Source: an optimization exercise on an open RTL-to-GDS flow (aim: small area and few clock cycles). Production flows keep margins and buffers that such runs may drop. The RTL was checked by simulation tests, not by an equivalence proof against the original design. Power and IR drop assume default switching activity.

==> flow/design.v <==
module nf5_stream (
    input  wire        clk,
    input  wire        rst,
    input  wire        cfg_we,
    input  wire [15:0] cfg_port,
    input  wire        frm_valid,
    output wire        frm_ready,
    input  wire [1:0]  frm_entry,
    input  wire [15:0] frm_len,
    input  wire        in_valid,
    output wire        in_ready,
    input  wire [7:0]  in_data,
    output wire        rec_valid,
    output wire [31:0] rec_src_addr,
    output wire [31:0] rec_dst_addr,
    output wire [31:0] rec_next_hop,
    output wire [15:0] rec_input_if,
    output wire [15:0] rec_output_if,
    output wire [31:0] rec_packets,
    output wire [31:0] rec_octets,
    output wire [31:0] rec_first_ms,
    output wire [31:0] rec_last_ms,
    output wire [15:0] rec_src_port,
    output wire [15:0] rec_dst_port,
    output wire [7:0]  rec_tcp_flags,
    output wire [7:0]  rec_protocol,
    output wire [7:0]  rec_tos,
    output wire [15:0] rec_src_as,
    output wire [15:0] rec_dst_as,
    output wire [7:0]  rec_src_mask,
    output wire [7:0]  rec_dst_mask,
    output wire        done,
    output reg  [3:0]  status,
    output reg  [2:0]  err_stage,
    output wire [31:0] err_a,
    output wire [31:0] err_b,
    output wire [31:0] err_c,
    output wire [15:0] hdr_count,
    output wire [31:0] hdr_sys_uptime_ms,
    output wire [31:0] hdr_unix_secs,
    output wire [31:0] hdr_unix_nsecs,
    output wire [31:0] hdr_flow_seq,
    output wire [7:0]  hdr_engine_type,
    output wire [7:0]  hdr_engine_id,
    output wire [15:0] hdr_sampling_interval,
    output wire [63:0] boot_time_ns
);
    localparam [3:0] K_OK       = 4'd0,    
                     K_OOB_LINK = 4'd1,    
                     K_OOB_NET  = 4'd2,    
                     K_OOB_IHL  = 4'd3,    
                     K_OOB_UDP  = 4'd4,    
                     K_BAD_IHL  = 4'd5,    
                     K_SHORT_NF = 4'd6,    
                     K_VERSION  = 4'd7,    
                     K_TRUNC    = 4'd8,    
                     K_LINKTYPE = 4'd9,    
                     K_PROTO    = 4'd10,   
                     K_PORT     = 4'd11;   
    localparam [2:0] S_IDLE = 3'd0, S_LINK = 3'd1, S_NET = 3'd2, S_UDP = 3'd3,
                     S_HDR = 3'd4, S_REC = 3'd5, S_DRAIN = 3'd6, S_FIN = 3'd7;
    reg [2:0]   st;
    reg [3:0]   ek;
    reg [15:0]  rem;
    reg [5:0]   off;
    reg [10:0]  fa;
    reg [15:0]  cnt16;
    reg [15:0]  cfg_q;
    reg [351:0] rc;
    wire [15:0] wreg = rc[15:0];    
    reg [159:0] hc;
    reg [64:0]  R;
    reg [4:0]   bc;
    reg         busy;
    wire ok = (ek == K_OK);
    assign frm_ready = (st == S_IDLE);
    assign in_ready  = (st != S_IDLE) && (st != S_FIN);
    assign done      = (st == S_FIN) && !busy;
    wire take = in_valid && in_ready;
    wire [15:0] rem_n = rem - 16'd1;
    wire [5:0]  off_n = off + 6'd1;
    wire [10:0] fa_n  = fa + 11'd1;    
    assign rec_valid = take && (st == S_REC) && (off == 6'd45) && ok;
    assign {rec_src_addr, rec_dst_addr, rec_next_hop, rec_input_if, rec_output_if,
            rec_packets, rec_octets, rec_first_ms, rec_last_ms, rec_src_port,
            rec_dst_port, rec_tcp_flags, rec_protocol, rec_tos, rec_src_as,
            rec_dst_as, rec_src_mask} = rc;
    assign rec_dst_mask = in_data;
    assign {hdr_sys_uptime_ms, hdr_unix_secs, hdr_unix_nsecs, hdr_flow_seq,
            hdr_engine_type, hdr_engine_id, hdr_sampling_interval} = hc;
    assign hdr_count    = cnt16;
    assign boot_time_ns = R[63:0];
    reg  [4:0] nf_a, nf_b;    
    always @(*) begin
        if (wreg[4:0] < 5'd2)       begin nf_a = 5'd0;  nf_b = 5'd2; end
        else if (wreg[4:0] < 5'd4)  begin nf_a = 5'd2;  nf_b = 5'd2; end
        else if (wreg[4:0] < 5'd8)  begin nf_a = 5'd4;  nf_b = 5'd4; end
        else if (wreg[4:0] < 5'd12) begin nf_a = 5'd8;  nf_b = 5'd4; end
        else if (wreg[4:0] < 5'd16) begin nf_a = 5'd12; nf_b = 5'd4; end
        else if (wreg[4:0] < 5'd20) begin nf_a = 5'd16; nf_b = 5'd4; end
        else if (wreg[4:0] < 5'd21) begin nf_a = 5'd20; nf_b = 5'd1; end
        else if (wreg[4:0] < 5'd22) begin nf_a = 5'd21; nf_b = 5'd1; end
        else                        begin nf_a = 5'd22; nf_b = 5'd2; end
    end
    reg [15:0] ea, eb;
    reg        ec;
    always @(*) begin
        ea = 16'd0; eb = 16'd0; ec = 1'b0;
        status = 4'd0; err_stage = 3'd0;
        case (ek)
            K_OOB_LINK: begin status = 4'd1; err_stage = 3'd1; eb = 16'd14; ec = 1'b1; end
            K_OOB_NET:  begin status = 4'd1; err_stage = 3'd2; eb = 16'd20; ec = 1'b1; end
            K_OOB_IHL:  begin status = 4'd1; err_stage = 3'd2; ea = 16'd20;
                              eb = {10'd0, hc[3:0] - 4'd5, 2'b00}; ec = 1'b1; end
            K_OOB_UDP:  begin status = 4'd1; err_stage = 3'd3; eb = 16'd8; ec = 1'b1; end
            K_BAD_IHL:  begin status = 4'd2; err_stage = 3'd2; ea = {12'd0, hc[3:0]}; ec = 1'b1; end
            K_SHORT_NF: begin status = 4'd2; err_stage = 3'd4; ea = {11'd0, nf_a};
                              eb = {11'd0, nf_b}; ec = 1'b1; end
            K_VERSION:  begin status = 4'd3; err_stage = 3'd4; ea = hc[15:0]; end
            K_TRUNC:    begin status = 4'd4; err_stage = 3'd4; ea = {5'd0, fa};
                              eb = cnt16; ec = 1'b1; end
            K_LINKTYPE: begin status = 4'd5; err_stage = 3'd1; ea = hc[15:0]; end
            K_PROTO:    begin status = 4'd6; err_stage = 3'd2; ea = {8'd0, hc[7:0]}; end
            K_PORT:     begin status = 4'd7; err_stage = 3'd3; ea = hc[15:0]; eb = cfg_q; end
            default: ;
        endcase
    end
    assign err_a = {16'd0, ea};
    assign err_b = {16'd0, eb};
    assign err_c = {16'd0, wreg & {16{ec}}};
    reg       ent_err;
    reg [3:0] ent_k;
    always @(*) begin
        ent_err = 1'b0;
        ent_k   = K_SHORT_NF;
        case (st)
            S_LINK:  begin ent_err = rem < 16'd14; ent_k = K_OOB_LINK; end
            S_NET:   begin ent_err = rem < 16'd20; ent_k = K_OOB_NET;  end
            S_UDP:   begin ent_err = rem < 16'd8;  ent_k = K_OOB_UDP;  end
            S_HDR:   begin ent_err = rem < 16'd24; ent_k = K_SHORT_NF; end
            default: ;
        endcase
    end
    wire in_layer = (st == S_LINK) || (st == S_NET) || (st == S_UDP) || (st == S_HDR);
    wire [12:0] cnt3  = {2'b00, cnt16[10:0]} + {1'b0, cnt16[10:0], 1'b0};
    wire        cbig  = (cnt16[15:11] != 5'd0) || cnt3[12];
    wire        fits  = !cbig && (rem[15:4] > cnt3[11:0]);
    wire        trunc = (cnt16 != 16'd0) && !fits;
    wire        bs = hc[96 + bc];
    wire        bu = hc[128 + bc];
    wire [33:0] bd = bs ? (bu ? 34'd999000000 : 34'd1000000000)
                        : (bu ? -34'sd1000000 : 34'd0);
    wire [33:0] bt = {R[64], R[64:32]} + bd;
    reg adv;    
    always @(posedge clk) begin
        if (rst) begin
            st    <= S_IDLE;
            cfg_q <= 16'd9500;
            busy  <= 1'b0;
        end else begin
            if (cfg_we)
                cfg_q <= cfg_port;
            if (busy) begin
                R    <= {bt[33:0], R[31:1]};
                bc   <= bc + 5'd1;
                busy <= (bc != 5'd31);
            end
            adv = 1'b0;
            case (st)
                S_IDLE: if (frm_valid) begin
                    rem       <= frm_len;
                    off       <= 6'd0;
                    ek        <= K_OK;
                    case (frm_entry)
                        2'd0: st <= S_LINK;
                        2'd1: st <= S_NET;
                        2'd2: st <= S_UDP;
                        default: st <= S_HDR;
                    endcase
                end
                S_FIN: if (!busy) st <= S_IDLE;
                default: begin
                    if (take) begin
                        rem <= rem_n;
                        off <= off_n;
                    end
                    if (in_layer && off == 6'd0) begin
                        rc[15:0] <= rem;
                    end
                    if (in_layer && off == 6'd0 && ent_err) begin
                        ek <= ent_k;
                        st <= (rem == 16'd0) ? S_FIN : S_DRAIN;
                    end else if (take) begin
                        case (st)
                            S_LINK: begin
                                hc <= {hc[151:0], in_data};
                                if (off == 6'd13) begin
                                    if ({hc[7:0], in_data} != 16'h0800) begin
                                        ek <= K_LINKTYPE;
                                        st <= S_DRAIN;
                                    end else begin
                                        adv = 1'b1; st <= S_NET; off <= 6'd0;
                                    end
                                end
                            end
                            S_NET: begin
                                hc <= {hc[151:0], in_data};
                                if (off == 6'd0) begin
                                    fa <= {7'd0, in_data[3:0]};
                                    if (in_data[3:0] < 4'd5) begin
                                        ek <= K_BAD_IHL;
                                        st <= S_DRAIN;
                                    end else if ({10'd0, in_data[3:0], 2'b00} > rem) begin
                                        ek <= K_OOB_IHL;
                                        st <= S_DRAIN;
                                    end
                                end else if (off == 6'd9) begin
                                    if (in_data != 8'd17) begin
                                        ek <= K_PROTO;
                                        st <= S_DRAIN;
                                    end
                                end else if (off_n == {fa[3:0], 2'b00}) begin
                                    adv = 1'b1; st <= S_UDP; off <= 6'd0;
                                end
                            end
                            S_UDP: begin
                                hc <= {hc[151:0], in_data};
                                if (off == 6'd3 && {hc[7:0], in_data} != cfg_q) begin
                                    ek <= K_PORT;
                                    st <= S_DRAIN;
                                end else if (off == 6'd7) begin
                                    adv = 1'b1; st <= S_HDR; off <= 6'd0;
                                end
                            end
                            S_HDR: begin
                                if (off[5:1] == 5'd1)
                                    cnt16 <= {cnt16[7:0], in_data};
                                hc <= {hc[151:0], in_data};
                                if (off == 6'd1 && {hc[7:0], in_data} != 16'd5) begin
                                    ek <= K_VERSION;
                                    st <= S_DRAIN;
                                end
                                if (off == 6'd8 && trunc) begin
                                    ek <= K_TRUNC;
                                end
                                if (off == 6'd23) begin
                                    off  <= 6'd0;
                                    fa   <= 11'd0;
                                    R[64:32] <= {1'b0, hc[87:56]};
                                    bc   <= 5'd0;
                                    busy <= 1'b1;
                                    st   <= (ok && cnt16 == 16'd0) ? S_DRAIN : S_REC;
                                end
                            end
                            S_REC: begin
                                if (ok && off < 6'd45 && off != 6'd36)
                                    rc <= {rc[343:0], in_data};
                                if (off == 6'd47) begin
                                    off <= 6'd0;
                                    fa  <= fa_n;
                                    if ({5'd0, fa_n} == cnt16)
                                        st <= S_DRAIN;
                                end
                            end
                            default: ;
                        endcase
                    end
                    if (take && rem_n == 16'd0 && !adv)
                        st <= S_FIN;
                end
            endcase
        end
    end
endmodule
==> flow/flow/run.sh <==
#!/bin/bash
set -euo pipefail
W=$(pwd)
export BUFFER_PORTS_ARGS="-buffer_cell sky130_fd_sc_hd__buf_1"
export SKIP_REPAIR_TIE_FANOUT=1
export CTS_ARGS="-sink_clustering_enable -repair_clock_nets -dont_use_dummy_load -buf_list sky130_fd_sc_hd__clkbuf_4 -sink_clustering_size 9 -sink_clustering_max_diameter 35"
{
  head -n 1 synth_recipe.tcl
  cat <<EOT
proc abc {args} {
  set i [lsearch \$args -script]
  if {\$i >= 0} { set args [lreplace \$args [expr {\$i + 1}] [expr {\$i + 1}] $W/flow/abc_area.script] }
  yosys abc {*}\$args
}
EOT
  tail -n +2 synth_recipe.tcl
} > area_synth.tcl
sed "s#SYNTH_SCRIPT=[^ ]*#SYNTH_SCRIPT=$W/area_synth.tcl#" standard.sh > area_standard.sh
grep -q "SYNTH_SCRIPT=$W/area_synth.tcl" area_standard.sh
bash area_standard.sh > standard.log 2>&1
==> flow/flow/abc_area.script <==
strash
dc2
dch -f
amap
==> flow/standard.sh <==
#!/bin/bash
# synth_recipe.tcl (not shown) runs the flow's synth.tcl, then flattens the netlist and writes it again
# the make line also repeats each setting of config.mk as NAME=value (left out here)
make -C /OpenROAD-flow-scripts/flow DESIGN_CONFIG=/design/flow/config.mk WORK_HOME=/design/flow/orfs CLKGATE_MAP_FILE= SYNTH_SCRIPT=/design/flow/synth_recipe.tcl "${@:-finish}"
==> flow/config.mk <==
export PLATFORM = sky130hd
export DESIGN_NAME = nf5_stream
export DESIGN_NICKNAME = nf5_stream
export VERILOG_FILES = /design/flow/design.v
export SDC_FILE = /design/flow/constraint.sdc
export NUM_CORES = 4
export LEC_CHECK = 0
export CAP_MARGIN = 20
export CORE_MARGIN = 2
export CORE_UTILIZATION = 40
export PLACE_DENSITY = 0.6
export SLEW_MARGIN = 20
==> flow/constraint.sdc <==
create_clock -name core_clock -period 11.0 [get_ports {clk}]
set_input_delay 2.2000 -clock core_clock [delete_from_list [all_inputs] [get_ports {clk}]]
set_output_delay 2.2000 -clock core_clock [all_outputs]
set_load 0.01 [all_outputs]
==> flow_summary.yaml, run 1 <==
clock_network:
  post_cts_buffers: 0
  cts_sinks: 655
  ctsHoldBuffers: 0
  cts_resized: 0
  cts_made_buffers: 114
  clk_latency_ns: 0.93
  clk_path_buf_depth: 3
  path_clk_slew_ns: 0.11
  cts_root_buf: "clkbuf_4"
  htreeDepth: 3
  cts_tree: "done"
global_routing:
  antenna_found_initial: 4
  grt_pass1_vias: 18397
  grt_pass1_wl_mm: 122
  gr-usage-all-layers_pct: 23.4
  grt_max_degree: 132
  overflow: 0
synthesis:
  synth-edff-count: 635
  synth_nets: 2011
  ys_seq_area_share_pct: 72.8
  async_reset_ff_share_pct: 0
  synth_area_per_cell_um2: 14.2
  yosys-top-cells-area: "edfxtp_1 (71%), ha_1 (3.5%), buf_4 (3.4%)"
  ys.flop_type: "edfxtp_1"
  syn_area_um2: 26800
  ys_seq_elements: 655
  synth_warnings: 1
  yosysUniqueCellTypes: 51
  syn_inst: 1888
  synth_top_area_share_pct: 71.3
  synth_area_leader_cell: "edfxtp_1"
final_layout:
  fin_nets: 2736
  layout_common_cells: "buf_1 (704), edfxtp_1 (635), nor2_1 (219)"
  layout_commonest_cell: "buf_1"
  area_growth_pct: 14.9
  drive_above_1_share_pct: 5.67
  fin_util_pct: 46.6
  design_area_um2: 30800
  fill_cells: 6016
setup_path:
  crit_family: "compound AO/OA/AOI/OAI gates"
  cp_max_fo: 33
  crit_path_start_kind: "register"
  path_common_cell: "nor2_1"
  path_buf_inv: 5
  crit_path_end_kind: "register"
  crit_type: "reg2reg"
  required_ns: 11.61
  cp.arrival_ns: 8.88
  crit_slowest_cell: "edfxtp_1"
  max_stage_delay_ns: 0.71
detailed_routing:
  routed_wl_mm: 83.7
  via_per_inst: 5.45
  drt_iter0_markers: 2126
  first_pass_iters: 5
  drc: 0
  wl_per_cell_um: 24.0
  antenna_left: 0
  vias: 18968
floorplanning:
  dieArea_um2: 69000
  fp.coreArea_um2: 66000
  ios: 754
  num_rows: 94
  die_h_um: 263
  initial_core_util_pct: 40.6
  die_width_um: 263
placed_design:
  io_buffers: 704
  place_area_um2: 29800
  post-dp-hpwl_mm: 63.0
  routabilityCongestion: 0.957
sta:
  timing.fmax_mhz: 121
  tns_ns: 0
  setup_viol: 0
  rsz0062_at_grt: "no"
  drv_slew: 0
  hold_ws_ns: 0.321
  worst_pin_slew_ns: 1.05
  maxSlewHeadroom_pct: 29.0
  period_needed_ns: 8.27
  hold_viol: 0
  clock_skew_ns: 0.176
  finalCritPeriodShare_pct: 75.2
pwr:
  powerDensity_nw_per_um2: 179
  power.leakage_uw: 0.00974
  ir_worst_vdd_v: 0.000138
min_path:
  hp-class: "reg2reg"
job:
  drv_cap: 0
status:
  status: "no timing/DRC/antenna violations"
==> logic make-up after synthesis <==
logic type | Yosys count | share of synthesized area, %
flip-flops | 655 | 72.8
AND/OR/NAND/NOR | 450 | 7.41
AO/OA/AOI/OAI | 404 | 10.3
buffers and inverters | 302 | 5.93
adder cells (fa/ha/maj) | 76 | 3.61
other | 1 | 0.0140
==> worst paths after layout <==
kind                               from      end  slack, ns  cells after the start
worst max-delay path              bc[2]    R[63]       2.73                     39
worst min-delay path            rc[256]  rc[264]       0.32                      0
worst max register to register    bc[2]    R[63]       2.73                     39
worst min register to register  rc[256]  rc[264]       0.32                      0
==> power breakdown <==
part	switching [uW]	internal, uW	leakage, uW	total [uW]
Clock	792	468	0.000525	1260
Sequential	206	2930	0.00594	3130
Combinational	751	349	0.00327	1100
Total	1750	3750	0.00974	5490
==> flip-flops by register name, indices dropped and copies added, names as in the netlist, 6 cells and up <==
register  flops
rc          352
cnt16        16
hc          160
R            65
cfg_q        16
rem          16
off           6
fa           11
==> cell usage after synthesis (5+ instances only) <==
| library cell | count |
|---|---|
| a31oi_1 | 7 |
| nor3_1 | 46 |
| buf_4 | 121 |
| o22ai_1 | 78 |
| or2_0 | 6 |
| o21ai_0 | 75 |
| nand3_1 | 19 |
| a221oi_1 | 10 |
| o32ai_1 | 18 |
| nor2b_1 | 26 |
| o21a_1 | 12 |
| or3_1 | 10 |
| o221ai_1 | 27 |
| nand2_1 | 85 |
| or4_1 | 5 |
| o22a_1 | 10 |
| a22oi_1 | 10 |
| a211oi_1 | 16 |
| nor2_1 | 222 |
| nand4_1 | 5 |
| a21o_1 | 8 |
| a22o_1 | 10 |
| o32a_1 | 17 |
| a21oi_1 | 71 |
| edfxtp_1 | 635 |
| dfxtp_1 | 20 |
| nor4_1 | 16 |
| a221o_1 | 6 |
| ha_1 | 74 |
| clkinv_1 | 181 |
==> routing by layer <==
metal | vias to the layer above | track usage, % | routed length, um | share of wire (%)
li1 | 8522 | - | - | -
met1 | 9388 | 28.8 | 32900 | 39
met2 | 884 | 39.8 | 41600 | 50
met3 | 172 | 6.21 | 6350 | 7.6
met4 | 2 | 8.36 | 2880 | 3.4
met5 | - | 0 | 13 | 0.016
==> stage by stage <==
step	total power [uW]	setup WS, ns	instances
after global placement	4270	2.61	3357
after floorplan	3820	0.647	1888
final	5490	2.73	3481
after CTS	5540	2.26	3471
after global routing	5780	1.77	3481
after detailed placement	4270	2.24	3357
==> area by class of cell <==
| type | instances | area, um^2 | area share [%] |
|---|---|---|---|
| Inverter | 181 | 679 | 2.21 |
| Tap cell | 864 | 1080 | 3.52 |
| Multi-Input combinational cell | 931 | 5750 | 18.7 |
| Timing Repair Buffer | 730 | 2900 | 9.44 |
| Sequential cell | 655 | 19500 | 63.3 |
| Clock buffer | 114 | 856 | 2.78 |
| Antenna cell | 6 | 15.0 | 0.0488 |
Testbench counts, summed over its fixed seeds: cycles 148,380.
==> inputs of run 2 (changes only) <==
--- a/flow/design.v
+++ b/flow/design.v
@@ -62,5 +62,6 @@
     reg [2:0]   st;
     reg [3:0]   ek;
-    reg [15:0]  rem;
+    reg [15:0]  nrem;    
+    wire [15:0] rem = ~nrem;
     reg [5:0]   off;
     reg [10:0]  fa;
@@ -78,5 +79,6 @@
     assign done      = (st == S_FIN) && !busy;
     wire take = in_valid && in_ready;
-    wire [15:0] rem_n = rem - 16'd1;
+    wire [15:0] nrem_n = nrem + 16'd1;
+    wire [15:0] rem_n = ~nrem_n;
     wire [5:0]  off_n = off + 6'd1;
     wire [10:0] fa_n  = fa + 11'd1;    
@@ -169,5 +171,5 @@
             case (st)
                 S_IDLE: if (frm_valid) begin
-                    rem       <= frm_len;
+                    nrem      <= ~frm_len;
                     off       <= 6'd0;
                     ek        <= K_OK;
@@ -182,5 +184,5 @@
                 default: begin
                     if (take) begin
-                        rem <= rem_n;
+                        nrem <= nrem_n;
                         off <= off_n;
                     end
@@ -266,5 +268,5 @@
                         endcase
                     end
-                    if (take && rem_n == 16'd0 && !adv)
+                    if (take && nrem_n == 16'hFFFF && !adv)
                         st <= S_FIN;
                 end
--- a/flow/config.mk
+++ b/flow/config.mk
@@ -6,7 +6,7 @@
 export NUM_CORES = 4
 export LEC_CHECK = 0
-export CAP_MARGIN = 20
+export CAP_MARGIN = 5
 export CORE_MARGIN = 2
-export CORE_UTILIZATION = 40
-export PLACE_DENSITY = 0.6
-export SLEW_MARGIN = 20
+export CORE_UTILIZATION = 50
+export PLACE_DENSITY = 0.7
+export SLEW_MARGIN = 5
==> flow_summary.yaml, run 2 <==
setup_path:
  crit_type: "reg2reg"
  crit_path_start_kind: "register"
  cp_max_fo: 36
  path_common_cell: "nor2_1"
  crit_slowest_cell: "edfxtp_1"
  crit_family: "compound AO/OA/AOI/OAI gates"
  path_buf_inv: 4
  crit_path_end_kind: "register"
  required_ns: 11.58
  max_stage_delay_ns: 1.11
  cp.arrival_ns: 9.58
global_routing:
  gr-usage-met2_pct: 45.6
  antenna_found_initial: 2
  grt-busiest-layer: "met2"
  gr-usage-all-layers_pct: 29.4
  grt_max_degree: 177
  grt_pass1_wl_mm: 121
  met1_usage_pct: 39.2
  overflow: 0
  met3_usage_pct: 8.79
  grt_pass1_vias: 18158
pwr:
  power.leakage_uw: 0.00956
  powerDensity_nw_per_um2: 173
  finalPower_uw: 5240
  ir_worst_vdd_v: 0.0000998
floorplanning:
  ios: 754
  die_h_um: 235
  die_width_um: 235
  fp.coreArea_um2: 52700
  num_rows: 84
  dieArea_um2: 55200
  initial_core_util_pct: 50.6
synthesis:
  synth_nets: 1984
  synth_compound_area_share_pct: 10.3
  synth_area_leader_cell: "edfxtp_1"
  yosys.area_share.xor_xnor_pct: 0
  syn_inst: 1862
  synthSimpleGateAreaFrac_pct: 7.17
  async_reset_ff_share_pct: 0
  synth_top_family_by_area: "compound AO/OA/AOI/OAI gates"
  yosys-top-cells-area: "edfxtp_1 (72%), ha_1 (3.4%), buf_4 (3.4%)"
  yosysUniqueCellTypes: 49
  synth_commonest_cells: "edfxtp_1 (635), nor2_1 (222), clkinv_1 (176), buf_4 (121), o22ai_1 (102)"
  synth_warnings: 1
  synth_top_area_share_pct: 71.5
  synth_mux_area_share_pct: 0
  ys_seq_elements: 655
  synth-edff-count: 635
  ys_seq_area_share_pct: 73.0
  synth_area_per_cell_um2: 14.3
  synthMostInstantiatedCell: "edfxtp_1"
  ys.flop_type: "edfxtp_1"
  synthAdderAreaFrac_pct: 3.58
  syn_area_um2: 26700
sta:
  clock_skew_ns: 0.0958
  tns_ns: 0
  setup_viol: 0
  hold_ws_ns: 0.389
  hold_viol: 0
  drv_slew: 0
  worst_pin_slew_ns: 1.13
  period_needed_ns: 9.00
  timing.fmax_mhz: 111
  finalCritPeriodShare_pct: 81.8
  rsz0062_at_grt: "no"
  maxSlewHeadroom_pct: 24.1
placed_design:
  dp_cells: 3153
  io_buffers: 704
  place_area_um2: 29500
  routabilityCongestion: 0.982
  post-dp-hpwl_mm: 63.7
final_layout:
  largest_reg_flops: 352
  largest-register: "rc"
  reg.largest.list: "rc: 352 flops, hc: 160 flops, R: 65 flops"
  drive_above_1_share_pct: 5.18
  design_area_um2: 30300
  layout_commonest_cell: "buf_1"
  area_growth_pct: 13.5
  fin_nets: 2694
  layout_common_cells: "buf_1 (704), edfxtp_1 (635), nor2_1 (218)"
  finalNonFillerCells: 3261
detailed_routing:
  first_pass_iters: 5
  vias: 19232
  drc: 0
  antenna_left: 0
  routed_wl_mm: 84.2
  drt_iter0_markers: 2280
  wl_per_cell_um: 25.8
  via_per_inst: 5.90
clock_network:
  path_clk_slew_ns: 0.09
  clk_latency_ns: 0.88
  cts_made_buffers: 105
  clk_path_buf_depth: 3
  cts_root_buf: "clkbuf_4"
  cts_tree: "done"
  post_cts_buffers: 0
  cts_resized: 0
  ctsHoldBuffers: 0
  htreeDepth: 3
  cts_sinks: 655
status:
  status: "no timing/DRC/antenna violations"
min_path:
  hp-class: "reg2reg"
job:
  drv_cap: 0
[run 2: changes by cell type in the layout (fill, tap and decap cells not counted), sizes merged, moves of 8 or more]
cell    before  now
nand2       85   67
o21ai       75   57
clkbuf     114  105
o22ai       78  102
a21oi       71   63
[run 2: power by group]
part,switching (uW),total [uW],internal [uW]
clock,779,1210,433
sequential,137,3030,2890
combinational,692,993,301
[run 2: final timing paths]
path	slack, ns	start	endpoint	cells past startpoint
worst max-delay path	2.00	bc[2]	R[63]	44
worst min-delay path	0.39	rc[194]	rc[202]	0
worst max register to register	2.00	bc[2]	R[63]	44
worst min register to register	0.39	rc[194]	rc[202]	0
[run 2: worst register-to-register path, delay by kind of cell, from the launching register on]
kind                     cells  cell delay [ns]
adder cells (fa/ha/maj)      2             0.60
AO/OA/AOI/OAI               18             3.64
flip-flops                   1             1.11
buffers and inverters        4             1.51
AND/OR/NAND/NOR             20             1.89
[run 2: cells by family (layout without fill, tap and decap cells)]
group                      after synthesis  in the layout
adders and majority gates               75             75
AOI/OAI and AO/OA                      401            401
buffers and inverters                  297           1005
DFF                                    655            655
and+or+nand+nor                        433            433
other                                    1              4
[run 2: per-layer routing]
| layer | vias up | wire length [um] | part of all wire [%] |
|---|---|---|---|
| li1 | 8417 | - | - |
| met1 | 9446 | 32900 | 39 |
| met2 | 1198 | 39200 | 47 |
| met3 | 171 | 9130 | 11 |
| met4 | 0 | 2870 | 3.4 |
| met5 | - | 0 | 0 |
[run 2: layout make-up]
type	instances	area, um^2
tap	688	861
inverter	176	661
fill	4289	22400
timing repair buffer	724	2810
antenna	3	7.51
sequential	655	19500
clock buffer	105	788
multi-input combinational	910	5660
[run 2: through the flow]
stage,setup WS (ns),util [%]
after CTS,2.23,57.4
after global routing,1.18,57.4
after detailed placement,2.34,55.9
final,2.00,57.5
after global placement,2.76,55.9
after floorplan,0.608,-
Testbench counts of run 2, summed over its fixed seeds: cycles 148,380.
==> inputs of run 3 (changes only) <==
--- a/flow/design.v
+++ b/flow/design.v
@@ -72,5 +72,4 @@
     reg [159:0] hc;
     reg [64:0]  R;
-    reg [4:0]   bc;
     reg         busy;
     wire ok = (ek == K_OK);
@@ -149,6 +148,7 @@
     wire        fits  = !cbig && (rem[15:4] > cnt3[11:0]);
     wire        trunc = (cnt16 != 16'd0) && !fits;
-    wire        bs = hc[96 + bc];
-    wire        bu = hc[128 + bc];
+    wire        bstep = busy && (take || st == S_FIN);
+    wire        bs = hc[96 + off[4:0]];
+    wire        bu = hc[128 + off[4:0]];
     wire [33:0] bd = bs ? (bu ? 34'd999000000 : 34'd1000000000)
                         : (bu ? -34'sd1000000 : 34'd0);
@@ -163,9 +163,10 @@
             if (cfg_we)
                 cfg_q <= cfg_port;
-            if (busy) begin
+            if (bstep) begin
                 R    <= {bt[33:0], R[31:1]};
-                bc   <= bc + 5'd1;
-                busy <= (bc != 5'd31);
+                busy <= (off[4:0] != 5'd31);
             end
+            if (take || (st == S_FIN && busy))
+                off <= off_n;
             adv = 1'b0;
             case (st)
@@ -183,8 +184,6 @@
                 S_FIN: if (!busy) st <= S_IDLE;
                 default: begin
-                    if (take) begin
+                    if (take)
                         nrem <= nrem_n;
-                        off <= off_n;
-                    end
                     if (in_layer && off == 6'd0) begin
                         rc[15:0] <= rem;
@@ -250,5 +249,4 @@
                                     fa   <= 11'd0;
                                     R[64:32] <= {1'b0, hc[87:56]};
-                                    bc   <= 5'd0;
                                     busy <= 1'b1;
                                     st   <= (ok && cnt16 == 16'd0) ? S_DRAIN : S_REC;
==> flow_summary.yaml, run 3 <==
clock_network:
  ctsHoldBuffers: 0
  cts_tree: "done"
  clk_path_buf_depth: 3
  path_clk_slew_ns: 0.08
  cts_sinks: 650
  htreeDepth: 3
  cts_root_buf: "clkbuf_4"
  clk_latency_ns: 0.92
  post_cts_buffers: 0
  cts_made_buffers: 110
  cts_resized: 0
final_layout:
  fin_nets: 2669
  reg.largest.list: "rc: 352 flops, hc: 160 flops, R: 65 flops"
  area_growth_pct: 13.9
  largest-register: "rc"
  fill_cells: 4260
  seqCellArea_um2: 19300
  multi_input_area_um2: 5670
  drive_above_1_share_pct: 5.54
  layout_common_cells: "buf_1 (704), edfxtp_1 (630), nor2_1 (182)"
  layout_commonest_cell: "buf_1"
  largest_reg_flops: 352
detailed_routing:
  drc: 0
  drt_iter0_markers: 1973
  routed_wl_mm: 81.5
  via_per_inst: 5.85
  antenna_left: 0
  vias: 18947
  wl_per_cell_um: 25.2
  first_pass_iters: 6
status:
  status: "no timing/DRC/antenna violations"
floorplanning:
  initial_core_util_pct: 50.5
  num_rows: 84
  dieArea_um2: 54800
  die_h_um: 234
  die_width_um: 234
  ios: 754
  fp.coreArea_um2: 52400
synthesis:
  synth_warnings: 1
  synth_top_area_share_pct: 71.4
  async_reset_ff_share_pct: 0
  synth_nets: 1954
  syn_inst: 1833
  synth_commonest_cells: "edfxtp_1 (630), nor2_1 (185), clkinv_1 (176), buf_4 (121), o22ai_1 (78)"
  yosysUniqueCellTypes: 50
  synth_area_leader_cell: "edfxtp_1"
  ys_seq_elements: 650
  synth_area_per_cell_um2: 14.4
  ys.flop_type: "edfxtp_1"
  syn_area_um2: 26500
  synthMostInstantiatedCell: "edfxtp_1"
  yosys-top-cells-area: "edfxtp_1 (71%), buf_4 (3.4%), ha_1 (3.4%)"
  ys_seq_area_share_pct: 72.9
  synth-edff-count: 630
pwr:
  power.leakage_uw: 0.00960
  p_int_uw: 3820
  power_frac_clock_pct: 21.3
  powerDensity_nw_per_um2: 192
  seq_power_share_pct: 52.3
  switching_power_uw: 1960
  ir_worst_vdd_v: 0.0000965
  p_sw_share_pct: 33.9
  finalPower_uw: 5780
  combPwrFrac_pct: 26.4
sta:
  drv_slew: 0
  setup_viol: 0
  tns_ns: 0
  rsz0062_at_grt: "no"
  hold_viol: 0
  post-route-worst-setup-slack_ns: 1.28
  clock_skew_ns: 0.141
  timing.fmax_mhz: 103
  finalCritPeriodShare_pct: 88.4
  period_needed_ns: 9.72
  maxSlewHeadroom_pct: 8.78
  worst_pin_slew_ns: 1.36
min_path:
  hp-class: "reg2reg"
job:
  drv_cap: 0
global_routing:
  grt_pass1_wl_mm: 114
  grt_max_degree: 185
  antenna_found_initial: 3
  overflow: 0
  gr-usage-all-layers_pct: 28.4
  grt_pass1_vias: 17511
placed_design:
  io_buffers: 704
  routabilityCongestion: 0.941
  post-dp-hpwl_mm: 61.5
  pre_cts_ws_ns: 1.41
setup_path:
  crit_path_start_kind: "register"
  crit_slowest_cell: "clkinv_1"
  cp_max_fo: 37
  path_common_cell: "nand2_1"
  required_ns: 11.59
  max_stage_delay_ns: 1.19
  crit_path_end_kind: "register"
  crit_type: "reg2reg"
  cp.arrival_ns: 10.31
[run 3: power groups by stage]
stage / Clock [uW] / Sequential [uW] / Combinational [uW]
final: 1230 / 3020 / 1530
after global routing: 1360 / 3040 / 1680
after CTS: 1270 / 3020 / 1510
after detailed placement: 0 / 3070 / 1500
after global placement: 0 / 3070 / 1480
after floorplan: 0 / 3060 / 1020
[run 3: critical path: cells and delay by family (launching register included)]
kind | cells | cell delay (ns)
fa+ha+maj | 2 | 0.77
flops | 1 | 1.16
buf+inv | 2 | 1.73
compound gates | 22 | 4.47
simple gates | 15 | 1.36
[run 3: area by class of cell]
| class | count | share of cell area [%] |
|---|---|---|
| sequential | 650 | 64.1 |
| multi-input combinational | 886 | 18.8 |
| inverter | 176 | 2.19 |
| tap | 688 | 2.85 |
| timing repair buffer | 724 | 9.34 |
| antenna | 5 | 0.0415 |
| clock buffer | 110 | 2.74 |
[run 3: metal layers]
metal | up-vias | wire length, um | part of all wire, % | track usage, %
met4 | 2 | 3120 | 3.8 | 11.7
li1 | 8345 | - | - | -
met2 | 1222 | 39200 | 48 | 45.6
met5 | - | 11 | 0.014 | 0
met1 | 9211 | 30700 | 38 | 36.8
met3 | 167 | 8480 | 10 | 7.56
[run 3: worst paths after layout]
path                            startpoint       to  slack [ns]  cells after the start
worst max-delay path                off[0]    R[63]        1.28                     41
worst min-delay path               rc[260]  rc[268]        0.38                      0
worst max register to register      off[0]    R[63]        1.28                     41
worst min register to register     rc[260]  rc[268]        0.38                      0
[run 3: cells by family after synthesis]
group	after synthesis	synth area share, %
AO/OA/AOI/OAI	424	11.0
AND/OR/NAND/NOR	387	6.55
flip-flops	650	72.9
other	1	0.0142
buffers and inverters	297	5.92
adder cells (fa/ha/maj)	74	3.55
[run 3: through the flow]
stage	hold WS (ns)	area (um^2)	util (%)	instances
5_1_grt	0.405	30200	57.5	3239
4_1_cts	0.401	30100	57.5	3234
3_5_place_dp	0.432	29300	55.9	3124
2_1_floorplan	0.428	26500	-	1833
3_3_place_gp	0.428	29300	55.9	3124
6_report	0.380	30200	57.5	3239
Testbench counts of run 3, summed over its fixed seeds: cycles 148,380.
==> inputs of run 4 (changes only) <==
--- a/flow/design.v
+++ b/flow/design.v
@@ -58,6 +58,6 @@
                      K_PROTO    = 4'd10,   
                      K_PORT     = 4'd11;   
-    localparam [2:0] S_IDLE = 3'd0, S_LINK = 3'd1, S_NET = 3'd2, S_UDP = 3'd3,
-                     S_HDR = 3'd4, S_REC = 3'd5, S_DRAIN = 3'd6, S_FIN = 3'd7;
+    localparam [2:0] S_IDLE = 3'd0, S_FIN = 3'd1, S_REC = 3'd2, S_DRAIN = 3'd3,
+                     S_LINK = 3'd4, S_NET = 3'd5, S_UDP = 3'd6, S_HDR = 3'd7;
     reg [2:0]   st;
     reg [3:0]   ek;
@@ -143,5 +143,5 @@
         endcase
     end
-    wire in_layer = (st == S_LINK) || (st == S_NET) || (st == S_UDP) || (st == S_HDR);
+    wire in_layer = st[2];    
     wire [12:0] cnt3  = {2'b00, cnt16[10:0]} + {1'b0, cnt16[10:0], 1'b0};
     wire        cbig  = (cnt16[15:11] != 5'd0) || cnt3[12];
@@ -169,4 +169,6 @@
             if (take || (st == S_FIN && busy))
                 off <= off_n;
+            if (st == S_REC && off == 6'd0 && {5'd0, fa} == cnt16)
+                st <= S_DRAIN;
             adv = 1'b0;
             case (st)
@@ -250,5 +252,5 @@
                                     R[64:32] <= {1'b0, hc[87:56]};
                                     busy <= 1'b1;
-                                    st   <= (ok && cnt16 == 16'd0) ? S_DRAIN : S_REC;
+                                    st   <= S_REC;
                                 end
                             end
@@ -259,6 +261,4 @@
                                     off <= 6'd0;
                                     fa  <= fa_n;
-                                    if ({5'd0, fa_n} == cnt16)
-                                        st <= S_DRAIN;
                                 end
                             end
==> flow_summary.yaml, run 4 <==
status:
  status: "no timing/DRC/antenna violations"
sta:
  hold_viol: 0
  tns_ns: 0
  rsz0062_at_grt: "no"
  worst_pin_slew_ns: 1.18
  period_needed_ns: 8.69
  maxSlewHeadroom_pct: 21.1
  finalCritPeriodShare_pct: 79.0
  setup_viol: 0
  clock_skew_ns: 0.123
  timing.fmax_mhz: 115
  hold_ws_ns: 0.375
  drv_slew: 0
  post-route-worst-setup-slack_ns: 2.31
job:
  drv_cap: 0
synthesis:
  synth-edff-count: 630
  synth_commonest_cells: "edfxtp_1 (630), nor2_1 (179), clkinv_1 (172), buf_4 (121), nand2_1 (79)"
  yosys-top-cells-area: "edfxtp_1 (72%), ha_1 (3.5%), buf_4 (3.4%)"
  synth_top_family_by_area: "compound AO/OA/AOI/OAI gates"
  synth_mux_area_share_pct: 0
  yosysUniqueCellTypes: 50
  synth_area_leader_cell: "edfxtp_1"
  yosys.area_share.xor_xnor_pct: 0
  ys_seq_elements: 650
  synth_area_per_cell_um2: 14.6
  synthMostInstantiatedCell: "edfxtp_1"
  synth_warnings: 1
  syn_inst: 1804
  synthSimpleGateAreaFrac_pct: 6.35
  synth_top_area_share_pct: 71.7
  ys.flop_type: "edfxtp_1"
  synthAdderAreaFrac_pct: 3.61
  synth_nets: 1926
  syn_area_um2: 26400
  async_reset_ff_share_pct: 0
  ys_seq_area_share_pct: 73.2
  synth_compound_area_share_pct: 10.9
clock_network:
  cts_made_buffers: 105
  clk_latency_ns: 0.89
  cts_tree: "done"
  ctsHoldBuffers: 0
  cts_root_buf: "clkbuf_4"
  htreeDepth: 3
  post_cts_buffers: 0
  clk_path_buf_depth: 3
  cts_sinks: 650
  cts_resized: 0
  path_clk_slew_ns: 0.10
global_routing:
  gr-usage-all-layers_pct: 27.8
  grt_max_degree: 228
  antenna_found_initial: 3
  grt_pass1_vias: 17308
  grt_pass1_wl_mm: 111
  overflow: 0
placed_design:
  post-dp-hpwl_mm: 60.2
  place_area_um2: 29200
  routabilityCongestion: 0.971
  io_buffers: 704
  pre_cts_ws_ns: 2.48
setup_path:
  worstReg2RegStart: "off[0]"
  cp_max_fo: 36
  r2r-end: "R[64]"
  cp.arrival_ns: 9.19
  required_ns: 11.50
  crit_slowest_cell: "edfxtp_1"
  crit_type: "reg2reg"
  r2r_slack_ns: 2.31
  max_stage_delay_ns: 1.13
  path_common_cell: "nor2_1"
  crit_path_start_kind: "register"
  rr_worst_depth: 42
  crit_path_end_kind: "register"
detailed_routing:
  drt_iter0_markers: 2011
  first_pass_iters: 6
  antenna_left: 0
  via_per_inst: 5.85
  drc: 0
  wl_per_cell_um: 25.0
  routed_wl_mm: 80.1
  vias: 18752
min_path:
  whs_endpoint: "hc[56]"
  hp-class: "reg2reg"
  whs_path_depth: 0
  worstHoldStart: "hc[48]"
pwr:
  powerDensity_nw_per_um2: 193
  ir_worst_vdd_v: 0.0000968
  power.leakage_uw: 0.00955
final_layout:
  fill_cells: 4333
  seqCellArea_um2: 19300
  drive_above_1_share_pct: 5.45
  fin_nets: 2636
  area_growth_pct: 13.8
  layout_commonest_cell: "buf_1"
  multi_input_area_um2: 5580
  largest-register: "rc"
  design_area_um2: 30000
  fin_util_pct: 57.4
  layout_common_cells: "buf_1 (704), edfxtp_1 (630), nor2_1 (177)"
  reg.largest.list: "rc: 352 flops, hc: 160 flops, R: 65 flops"
  largest_reg_flops: 352
floorplanning:
  initial_core_util_pct: 50.4
  die_h_um: 234
  fp.coreArea_um2: 52300
  dieArea_um2: 54600
  ios: 754
  num_rows: 84
  die_width_um: 234
## run 4: through the flow
step / instances / total power, uW
2_1_floorplan: 1804 / 4130
3_3_place_gp: 3095 / 4560
3_5_place_dp: 3095 / 4610
4_1_cts: 3200 / 5800
5_1_grt: 3205 / 6130
6_report: 3205 / 5810
## run 4: routing by layer
| layer | part of all wire (%) | wire length [um] | global-route usage (%) |
|---|---|---|---|
| met3 | 12 | 9400 | 9.20 |
| met1 | 38 | 30600 | 36.5 |
| met2 | 47 | 37600 | 43.6 |
| met4 | 3.0 | 2400 | 9.38 |
| met5 | 0.055 | 44 | 0.625 |
## run 4: worst max-delay path: cells and delay by family (launching register included)
family | cells | cell delay, ns
compound gates | 16 | 3.74
fa+ha+maj | 1 | 0.39
buf+inv | 3 | 1.11
flops | 1 | 1.13
simple gates | 22 | 2.01
## run 4: cells by family after synthesis
group | after synthesis
AND/OR/NAND/NOR | 381
buffers and inverters | 293
flip-flops | 650
adder cells (fa/ha/maj) | 75
AO/OA/AOI/OAI | 404
other | 1
## run 4: worst max path at each step
stage,from,end,depth (start not counted)
after floorplan,in_valid,rc[100],4
after global placement,off[0],R[64],42
after detailed placement,off[0],R[64],42
after CTS,off[0],R[64],42
after global routing,off[0],R[64],42
final,off[0],R[64],42
## run 4: cell type report
type,count,share of cell area [%]
inverters,172,2.21
repair buffers,724,9.34
clock buffers,105,2.63
diodes,5,0.0417
multi-input cells,861,18.6
well taps,688,2.87
flip-flops and latches,650,64.3
## run 4: power by group
part	switching [uW]	total, uW	internal (uW)	leakage (uW)
clock network	771	1200	434	0.000483
registers	135	2980	2840	0.00588
logic	1080	1630	549	0.00318
total	1980	5810	3820	0.00955
Testbench counts of run 4, summed over its fixed seeds: cycles 148,380.
==> inputs of run 5 (changes only) <==
--- a/flow/flow/run.sh
+++ b/flow/flow/run.sh
@@ -16,5 +16,5 @@
   tail -n +2 synth_recipe.tcl
 } > area_synth.tcl
-sed "s#SYNTH_SCRIPT=[^ ]*#SYNTH_SCRIPT=$W/area_synth.tcl#" standard.sh > area_standard.sh
-grep -q "SYNTH_SCRIPT=$W/area_synth.tcl" area_standard.sh
+sed "s#SYNTH_SCRIPT=[^ ]*#SYNTH_SCRIPT=$W/area_synth.tcl ADDER_MAP_FILE=#" standard.sh > area_standard.sh
+grep -q "SYNTH_SCRIPT=$W/area_synth.tcl ADDER_MAP_FILE= " area_standard.sh
 bash area_standard.sh > standard.log 2>&1
==> flow/flow/abc_area.script (replaced) <==
strash
dc2
dch -f
amap
strash
dc2
dch -f
amap
strash
dc2
dch -f
amap
==> flow_summary.yaml, run 5 <==
floorplanning:
  num_rows: 82
  fp.coreArea_um2: 50200
  die_width_um: 229
  initial_core_util_pct: 50.6
  ios: 754
  dieArea_um2: 52600
  die_h_um: 229
sta:
  timing.fmax_mhz: 112
  maxSlewHeadroom_pct: 18.2
  rsz0062_at_grt: "no"
  worst_pin_slew_ns: 1.22
  finalCritPeriodShare_pct: 81.4
  clock_skew_ns: 0.0999
  drv_slew: 0
  post-route-worst-setup-slack_ns: 2.05
  setup_viol: 0
  tns_ns: 0
  period_needed_ns: 8.95
  hold_viol: 0
min_path:
  whs_path_depth: 0
  worstHoldStart: "rc[208]"
  hp-class: "reg2reg"
setup_path:
  cp.arrival_ns: 9.49
  critPathLaunch: "off[0]"
  crit_slowest_cell: "nor2_1"
  crit_path_end_kind: "register"
  rr_worst_depth: 41
  worstReg2RegStart: "off[0]"
  required_ns: 11.54
  crit_path_start_kind: "register"
  crit_type: "reg2reg"
  path_common_cell: "nor2_1"
  max_stage_delay_ns: 1.13
  cp_max_fo: 21
synthesis:
  yosysUniqueCellTypes: 48
  ys_seq_area_share_pct: 76.1
  synth_warnings: 1
  syn_area_um2: 25400
  synth_commonest_cells: "edfxtp_1 (630), nor2_1 (204), clkinv_1 (158), buf_4 (121), nand2_1 (99)"
  synth_area_leader_cell: "edfxtp_1"
  synth_nets: 1794
  synth-edff-count: 630
  async_reset_ff_share_pct: 0
  syn_inst: 1747
  synth_area_per_cell_um2: 14.5
  ys_seq_elements: 650
  synthMostInstantiatedCell: "edfxtp_1"
  synth_top_area_share_pct: 74.5
  yosys-top-cells-area: "edfxtp_1 (74%), buf_4 (3.6%), nor2_1 (3.0%)"
  ys.flop_type: "edfxtp_1"
clock_network:
  ctsHoldBuffers: 0
  cts_made_buffers: 100
  path_clk_slew_ns: 0.09
  cts_tree: "done"
  cts_root_buf: "clkbuf_4"
  clk_latency_ns: 0.87
  cts_resized: 0
  htreeDepth: 3
  clk_path_buf_depth: 3
  cts_sinks: 650
  post_cts_buffers: 0
global_routing:
  overflow: 0
  grt_pass1_vias: 16751
  grt_pass1_wl_mm: 108
  grt_max_degree: 115
  gr-usage-all-layers_pct: 27.6
  antenna_found_initial: 5
placed_design:
  pre_cts_ws_ns: 2.27
  post-dp-hpwl_mm: 56.4
  routabilityCongestion: 0.960
  dp_cells: 3026
  io_buffers: 704
final_layout:
  fin_util_pct: 57.7
  area_growth_pct: 14.0
  largest-register: "rc"
  layout_common_cells: "buf_1 (704), edfxtp_1 (630), nor2_1 (201)"
  finalNonFillerCells: 3127
  seqCellArea_um2: 19300
  drive_above_1_share_pct: 5.38
  reg.largest.list: "rc: 352 flops, hc: 160 flops, R: 65 flops"
  layout_commonest_cell: "buf_1"
  largest_reg_flops: 352
  fin_nets: 2503
  multi_input_area_um2: 4620
  fill_cells: 4135
detailed_routing:
  first_pass_iters: 7
  vias: 18317
  drt_iter0_markers: 1953
  drc: 0
  via_per_inst: 5.86
  routed_wl_mm: 75.6
  wl_per_cell_um: 24.2
  antenna_left: 0
job:
  drv_cap: 0
pwr:
  ir_worst_vdd_v: 0.000107
  powerDensity_nw_per_um2: 176
  seq_power_share_pct: 57.1
  combPwrFrac_pct: 20.1
  p_int_uw: 3540
  finalPower_uw: 5100
  power_frac_clock_pct: 22.8
  p_sw_share_pct: 30.7
  power.leakage_uw: 0.00885
  switching_power_uw: 1570
status:
  status: "no timing/DRC/antenna violations"
## run 5: changes by cell type in the layout (fill, tap and decap cells not counted), sizes merged, moves of 15 or more
cell | before | now
nor2 | 179 | 204
clkinv | 172 | 157
ha | 73 | 0
a22o | 22 | 5
a31oi | 3 | 20
nand2 | 79 | 99
## run 5: power by group through the flow
stage / Sequential, uW / Clock (uW) / Combinational (uW)
2_1_floorplan: 2950 / 0 / 698
3_3_place_gp: 2960 / 0 / 982
3_5_place_dp: 2960 / 0 / 1000
4_1_cts: 2910 / 1200 / 1010
5_1_grt: 2920 / 1290 / 1130
6_report: 2920 / 1160 / 1020
## run 5: logic make-up (layout without fill, tap and decap cells)
family | Yosys count | in the layout | share of synthesized area [%]
AO/OA/AOI/OAI | 410 | 410 | 11.1
buffers and inverters | 279 | 986 | 5.91
flip-flops | 650 | 650 | 76.1
AND/OR/NAND/NOR | 406 | 406 | 6.86
other | 1 | 2 | 0.0148
XOR/XNOR | 1 | 1 | 0.0345
## run 5: layer usage
| metal | up-vias | GRT usage [%] | routed length, um |
|---|---|---|---|
| met5 | - | 0 | 46 |
| met4 | 8 | 9.78 | 2190 |
| met3 | 160 | 5.93 | 7300 |
| met2 | 1199 | 46.2 | 37700 |
| met1 | 8937 | 35.9 | 28400 |
| li1 | 8013 | - | - |
## run 5: layout make-up
cell class,instances,area share (%)
multi-input combinational,818,16.0
inverter,158,2.05
tap,672,2.90
antenna,1,0.00864
clock buffer,100,2.59
sequential,650,66.7
timing repair buffer,728,9.79
## run 5: worst paths after layout
check	to	slack [ns]
setup / recovery	R[63]	2.05
hold / removal	rc[216]	0.40
setup reg to reg	R[63]	2.05
hold reg to reg	rc[216]	0.40
## run 5: per-stage QoR
| stage | instance area [um^2] | hold WS, ns |
|---|---|---|
| after floorplan | 25400 | 0.428 |
| after global placement | 28200 | 0.428 |
| after detailed placement | 28200 | 0.430 |
| after CTS | 29000 | 0.396 |
| after global routing | 29000 | 0.412 |
| final | 29000 | 0.398 |
## run 5: worst max-delay path, delay by kind of cell, from the launching register on
kind | cells | cell delay, ns
AO/OA/AOI/OAI | 16 | 3.12
AND/OR/NAND/NOR | 21 | 3.49
buffers and inverters | 4 | 1.39
flip-flops | 1 | 0.73
==> inputs of run 6 (changes only) <==
--- a/flow/design.v
+++ b/flow/design.v
@@ -144,8 +144,12 @@
     end
     wire in_layer = st[2];    
-    wire [12:0] cnt3  = {2'b00, cnt16[10:0]} + {1'b0, cnt16[10:0], 1'b0};
-    wire        cbig  = (cnt16[15:11] != 5'd0) || cnt3[12];
-    wire        fits  = !cbig && (rem[15:4] > cnt3[11:0]);
-    wire        trunc = (cnt16 != 16'd0) && !fits;
+    wire [4:0]  tj   = off[4:0] - 5'd4;
+    wire [31:0] tcx  = {16'd0, cnt16};
+    wire [31:0] twx  = {16'd0, wreg};
+    wire        tc1  = (tj == 5'd0) ? 1'b0 : tcx[tj - 5'd1];    
+    wire        tw   = twx[tj + 5'd3];                         
+    wire [2:0]  tsum = {2'd0, tc1} + {2'd0, fa[3]} + {2'd0, tj[4:1] == 4'd0} + {1'b0, fa[2:1]};
+    wire        ty   = tsum[0];
+    wire        tge  = (tw & !ty) | (!(tw ^ ty) & fa[0]);
     wire        bstep = busy && (take || st == S_FIN);
     wire        bs = hc[96 + off[4:0]];
@@ -244,7 +248,10 @@
                                     st <= S_DRAIN;
                                 end
-                                if (off == 6'd8 && trunc) begin
+                                if (off[5:2] == 4'd0)
+                                    fa[3:0] <= 4'b0001;
+                                else
+                                    fa[3:0] <= {tc1, tsum[2:1], tge};
+                                if (off == 6'd23 && !fa[0])
                                     ek <= K_TRUNC;
-                                end
                                 if (off == 6'd23) begin
                                     off  <= 6'd0;
==> flow_summary.yaml, run 6 <==
status:
  status: "no timing/DRC/antenna violations"
setup_path:
  crit_family: "simple AND/OR/NAND/NOR gates"
  crit_slowest_cell: "nor2_2"
  required_ns: 11.60
  crit_type: "reg2reg"
  path_buf_inv: 4
  path_common_cell: "nor2_1"
  crit_path_end_kind: "register"
  cp_max_fo: 25
  crit_path_start_kind: "register"
  worstReg2RegStart: "off[1]"
  max_stage_delay_ns: 0.93
  cp.arrival_ns: 9.19
  critPathLaunch: "off[1]"
  r2r_slack_ns: 2.41
sta:
  setup_viol: 0
  rsz0062_at_grt: "no"
  maxSlewHeadroom_pct: 20.4
  timing.fmax_mhz: 116
  clock_skew_ns: 0.128
  post-route-worst-setup-slack_ns: 2.41
  tns_ns: 0
  drv_slew: 0
  worst_pin_slew_ns: 1.19
  period_needed_ns: 8.59
  hold_viol: 0
  finalCritPeriodShare_pct: 78.1
detailed_routing:
  routed_wl_mm: 85.7
  drc: 0
  antenna_left: 0
  vias: 18543
  via_per_inst: 5.94
  drt_iter0_markers: 2458
  first_pass_iters: 6
  wl_per_cell_um: 27.4
pwr:
  ir_worst_vdd_v: 0.000117
  powerDensity_nw_per_um2: 183
  power.leakage_uw: 0.00887
synthesis:
  synthSimpleGateAreaFrac_pct: 6.60
  synth_warnings: 1
  syn_area_um2: 25300
  synth_mux_area_share_pct: 0
  ys_seq_area_share_pct: 76.3
  synth_area_leader_cell: "edfxtp_1"
  ys_seq_elements: 650
  ys.flop_type: "edfxtp_1"
  synth_top_family_by_area: "compound AO/OA/AOI/OAI gates"
  synth_area_per_cell_um2: 14.6
  yosys.area_share.xor_xnor_pct: 0
  synth_top_area_share_pct: 74.7
  yosys-top-cells-area: "edfxtp_1 (75%), buf_4 (3.6%), nor2_1 (3.1%)"
  synth_commonest_cells: "edfxtp_1 (630), nor2_1 (206), clkinv_1 (159), buf_4 (121)"
  yosysUniqueCellTypes: 47
  synth-edff-count: 630
  synth_compound_area_share_pct: 11.1
  synthAdderAreaFrac_pct: 0
  synth_nets: 1782
  syn_inst: 1735
  async_reset_ff_share_pct: 0
  synthMostInstantiatedCell: "edfxtp_1"
floorplanning:
  ios: 754
  initial_core_util_pct: 50.6
  fp.coreArea_um2: 50100
  die_width_um: 229
  die_h_um: 229
  dieArea_um2: 52500
  num_rows: 82
clock_network:
  cts_resized: 0
  post_cts_buffers: 0
  clk_latency_ns: 0.90
  path_clk_slew_ns: 0.07
  cts_root_buf: "clkbuf_4"
  cts_made_buffers: 106
  htreeDepth: 3
  ctsHoldBuffers: 0
  clk_path_buf_depth: 3
  cts_sinks: 650
  cts_tree: "done"
global_routing:
  grt_max_degree: 184
  antenna_found_initial: 4
  gr-usage-all-layers_pct: 31.7
  overflow: 0
  grt_pass1_vias: 17328
  grt_pass1_wl_mm: 120
placed_design:
  io_buffers: 704
  pre_cts_ws_ns: 2.51
  routabilityCongestion: 1.02
  post-dp-hpwl_mm: 65.3
final_layout:
  area_growth_pct: 14.3
  layout_commonest_cell: "buf_1"
  largest-register: "rc"
  reg.largest.list: "rc: 352 flops, hc: 160 flops, R: 65 flops"
  largest_reg_flops: 352
  layout_common_cells: "buf_1 (704), edfxtp_1 (630), nor2_1 (199)"
  fin_nets: 2496
  drive_above_1_share_pct: 5.84
min_path:
  hp-class: "reg2reg"
  worstHoldStart: "rc[278]"
job:
  drv_cap: 0
run 6: cell count changes after synthesis, sizes merged, moves of 5 or more:
cell    before  now
a22o         5   14
o221ai      27   10
a221oi      11   21
nand2       99   83
o21ai       78   83
o32ai       13    4
o22ai       69   81
nor2b       24   17
a31oi       20    8
nor3        26   36
run 6: per-layer routing:
| layer | track usage, % | vias to the layer above | share of wire [%] |
|---|---|---|---|
| met4 | 14.2 | 2 | 4.8 |
| met2 | 50.2 | 1291 | 47 |
| met1 | 41.3 | 9102 | 37 |
| met3 | 8.62 | 188 | 11 |
| met5 | 0 | - | 0.013 |
| li1 | - | 7960 | - |
run 6: layout make-up:
| type | instances | area (um^2) |
|---|---|---|
| Antenna cell | 4 | 10.0 |
| Clock buffer | 106 | 796 |
| Fill cell | 4183 | 21100 |
| Inverter | 159 | 597 |
| Multi-Input combinational cell | 805 | 4560 |
| Sequential cell | 650 | 19300 |
| Tap cell | 672 | 841 |
| Timing Repair Buffer | 727 | 2830 |
run 6: logic make-up after synthesis:
kind of cell	count (synthesis)
compound gates	413
flops	650
buf+inv	280
simple gates	391
other cells	1
run 6: path summary, 6_finish.rpt:
kind                            endpoint  depth (start not counted)
worst min-delay path             rc[286]                          0
worst max register to register     R[62]                         40
worst min register to register   rc[286]                          0
worst max-delay path               R[62]                         40
run 6: where the power goes:
| part | total, uW | internal (uW) | switching (uW) |
|---|---|---|---|
| registers | 2920 | 2810 | 111 |
| clock network | 1200 | 438 | 765 |
| logic | 1170 | 347 | 826 |
| total | 5300 | 3600 | 1700 |
run 6: stage by stage:
stage          total power, uW  utilization [%]  hold WS (ns)  area, um^2  std cells
4_1_cts                   5310             57.8         0.390       28900       3119
5_1_grt                   5550             57.8         0.402       28900       3122
2_1_floorplan             3720                -         0.428       25300       1735
6_report                  5300             57.8         0.379       28900       3123
3_5_place_dp              4110             56.2         0.431       28100       3013
3_3_place_gp              4090             56.2         0.425       28100       3013
Testbench counts of run 6, summed over its fixed seeds: cycles 148,380.
==> inputs of run 7 (changes only) <==
--- a/flow/flow/run.sh
+++ b/flow/flow/run.sh
@@ -4,4 +4,5 @@
 export BUFFER_PORTS_ARGS="-buffer_cell sky130_fd_sc_hd__buf_1"
 export SKIP_REPAIR_TIE_FANOUT=1
+export SYNTH_OPERATIONS_ARGS="-extra-map $W/flow/lcu_ripple.v"
 export CTS_ARGS="-sink_clustering_enable -repair_clock_nets -dont_use_dummy_load -buf_list sky130_fd_sc_hd__clkbuf_4 -sink_clustering_size 9 -sink_clustering_max_diameter 35"
 {
==> flow/flow/lcu_ripple.v (new file) <==
// Ripple-carry implementation of yosys's $lcu (carry look-ahead unit), for an
// area-oriented synthesis: CO[i] = G[i] | (P[i] & CO[i-1]), CO[-1] = CI.
(* techmap_celltype = "$lcu" *)
module _lcu_ripple (P, G, CI, CO);
    parameter WIDTH = 2;
    (* force_downto *)
    input [WIDTH-1:0] P, G;
    input CI;
    (* force_downto *)
    output [WIDTH-1:0] CO;
    wire [WIDTH:0] c;
    assign c[0] = CI;
    genvar i;
    generate
        for (i = 0; i < WIDTH; i = i + 1) begin : stage
            assign c[i+1] = G[i] | (P[i] & c[i]);
        end
    endgenerate
    assign CO = c[WIDTH:1];
endmodule
==> flow_summary.yaml, run 7 <==
synthesis:
  synth-edff-count: 630
  yosysUniqueCellTypes: 46
  synth_compound_area_share_pct: 11.1
  async_reset_ff_share_pct: 0
  yosys.area_share.xor_xnor_pct: 0
  synthAdderAreaFrac_pct: 0
  synth_top_area_share_pct: 75.0
  synth_mux_area_share_pct: 0
  yosys-top-cells-area: "edfxtp_1 (75%), buf_4 (3.6%), nor2_1 (2.9%)"
  syn_area_um2: 25200
  synth_warnings: 1
  ys_seq_elements: 650
  ys_seq_area_share_pct: 76.6
  synth_nets: 1756
  ys.flop_type: "edfxtp_1"
  synthMostInstantiatedCell: "edfxtp_1"
  synth_top_family_by_area: "compound AO/OA/AOI/OAI gates"
  synth_commonest_cells: "edfxtp_1 (630), nor2_1 (195), clkinv_1 (163), buf_4 (121), o21ai_0 (83)"
  synth_area_per_cell_um2: 14.8
  syn_inst: 1709
  synth_area_leader_cell: "edfxtp_1"
  synthSimpleGateAreaFrac_pct: 6.26
sta:
  tns_ns: 0
  worst_pin_slew_ns: 1.28
  setup_viol: 0
  period_needed_ns: 9.06
  clock_skew_ns: 0.0945
  timing.fmax_mhz: 110
  maxSlewHeadroom_pct: 12.4
  hold_viol: 0
  finalCritPeriodShare_pct: 82.4
  drv_slew: 0
  rsz0062_at_grt: "no"
pwr:
  switching_power_uw: 1790
  p_sw_share_pct: 32.9
  powerDensity_nw_per_um2: 189
  power_frac_clock_pct: 22.4
  power.leakage_uw: 0.00885
  p_int_uw: 3660
  seq_power_share_pct: 53.9
  ir_worst_vdd_v: 0.000110
  combPwrFrac_pct: 23.7
detailed_routing:
  routed_wl_mm: 83.9
  antenna_left: 0
  vias: 18336
  drc: 0
  drt_iter0_markers: 2096
  wl_per_cell_um: 27.1
  via_per_inst: 5.93
  first_pass_iters: 6
final_layout:
  drive_above_1_share_pct: 5.83
  fill_cells: 4134
  largest-register: "rc"
  area_growth_pct: 14.5
  multi_input_area_um2: 4460
  seqCellArea_um2: 19300
  finalNonFillerCells: 3093
  reg.largest.list: "rc: 352 flops, hc: 160 flops, R: 65 flops"
  layout_commonest_cell: "buf_1"
  largest_reg_flops: 352
  layout_common_cells: "buf_1 (704), edfxtp_1 (630), nor2_1 (188)"
  fin_util_pct: 57.8
  fin_nets: 2468
global_routing:
  gr-usage-all-layers_pct: 31.1
  grt_pass1_wl_mm: 118
  antenna_found_initial: 5
  overflow: 0
  grt_max_degree: 188
  grt_pass1_vias: 17013
clock_network:
  cts_tree: "done"
  clk_latency_ns: 0.88
  cts_made_buffers: 108
  cts_root_buf: "clkbuf_4"
  htreeDepth: 3
  cts_resized: 0
  clk_path_buf_depth: 3
  cts_sinks: 650
  ctsHoldBuffers: 0
  post_cts_buffers: 0
  path_clk_slew_ns: 0.09
job:
  drv_cap: 0
status:
  status: "no timing/DRC/antenna violations"
placed_design:
  routabilityCongestion: 0.960
  post-dp-hpwl_mm: 63.6
  io_buffers: 704
  dp_cells: 2983
setup_path:
  max_stage_delay_ns: 0.79
  crit_path_end_kind: "register"
  crit_path_start_kind: "register"
  required_ns: 11.61
  cp_max_fo: 20
  crit_type: "reg2reg"
  cp.arrival_ns: 9.67
  crit_slowest_cell: "nor2_2"
  path_common_cell: "o21ai_0"
min_path:
  hp-class: "reg2reg"
floorplanning:
  num_rows: 82
  fp.coreArea_um2: 50000
  die_h_um: 229
  die_width_um: 229
  initial_core_util_pct: 50.5
  dieArea_um2: 52300
  ios: 754
## run 7: changes by cell type after synthesis, moves of 5 or more
cell     previous run  this run
nand2_1            83        71
nor2_1            206       195
o22ai_1            81        73
nor3_1             36        29
a22oi_1            18        24
and3_1              1         6
or2_0               9         4
## run 7: worst paths after layout
path | startpoint | endpoint | slack [ns] | cells after the start
worst max register to register | off[1] | R[63] | 1.94 | 43
worst max-delay path | off[1] | R[63] | 1.94 | 43
worst min register to register | hc[44] | hc[52] | 0.42 | 0
worst min-delay path | hc[44] | hc[52] | 0.42 | 0
## run 7: area by class of cell
cell class                      instances  share of cell area (%)
Timing Repair Buffer                  723                    9.73
Multi-Input combinational cell        775                    15.4
Tap cell                              672                    2.91
Clock buffer                          108                    2.81
Antenna cell                            2                  0.0173
Sequential cell                       650                    66.9
Inverter                              163                    2.21
## run 7: power groups by stage
stage	registers, uW	clock network [uW]	logic (uW)
after floorplan	2970	0	853
after global placement	2990	0	1240
after detailed placement	2990	0	1250
after CTS	2930	1250	1260
after global routing	2950	1350	1410
final	2940	1220	1290
## run 7: worst max-delay path, delay by kind of cell, from the launching register on
kind            cells  cell delay (ns)
simple gates       17             3.49
flops               1             0.45
buf+inv             4             0.70
compound gates     22             4.21
## run 7: logic make-up after synthesis
kind of cell | after synthesis
AOI/OAI and AO/OA | 409
DFF | 650
buffers and inverters | 284
other | 1
and+or+nand+nor | 365
## run 7: through the flow
step / cell area (um^2) / total power (uW) / setup slack [ns] / hold WS, ns
after detailed placement: 28100 / 4240 / 2.05 / 0.430
after CTS: 28900 / 5450 / 2.08 / 0.411
final: 28900 / 5450 / 1.94 / 0.421
after floorplan: 25300 / 3830 / -2.58 / 0.428
after global placement: 28100 / 4220 / 2.40 / 0.426
after global routing: 28900 / 5710 / 1.10 / 0.425
## run 7: metal layers
layer / up-vias / wire length (um) / track usage [%]
met2: 1283 / 39300 / 48.8
met3: 155 / 9620 / 8.60
met1: 9020 / 32500 / 42.7
met4: 2 / 2450 / 9.64
met5: - / 13 / 0
li1: 7876 / - / -

[port drivers added, routing unchanged]
No port has a modelled driver above. Below, the same layouts with a new extraction and two added sets of constraints. Step 1 assumes that a clkbuf_16 drives the clock port and a buf_2 every other input. Step 2, shift: input delay + t, output delay - t, t = (earliest + latest rising clock arrival at the registers) / 2. This alone moves slack from input paths to output paths. Three values: ideal ports, drivers, drivers and shift; two values: the first two.
run | t, ns | setup WS [ns] | worst data-port slew with drivers (ns) | pins driven straight from the clock port
run 1 | 0.900 | 2.728 / 2.728 / 2.728 | 0.07 | 1
run 2 | 0.884 | 1.997 / 1.997 / 1.997 | 0.11 | 1
run 3 | 0.902 | 1.279 / 1.279 / 1.279 | 0.08 | 1
run 4 | 0.879 | 2.314 / 2.314 / 2.314 | 0.09 | 1
run 5 | 0.871 | 2.050 / 2.050 / 2.050 | 0.07 | 1
run 6 | 0.891 | 2.411 / 2.411 / 2.411 | 0.10 | 1
run 7 | 0.889 | 1.939 / 1.939 / 1.939 | 0.11 | 1
After both steps setup and hold are still met in every run listed.
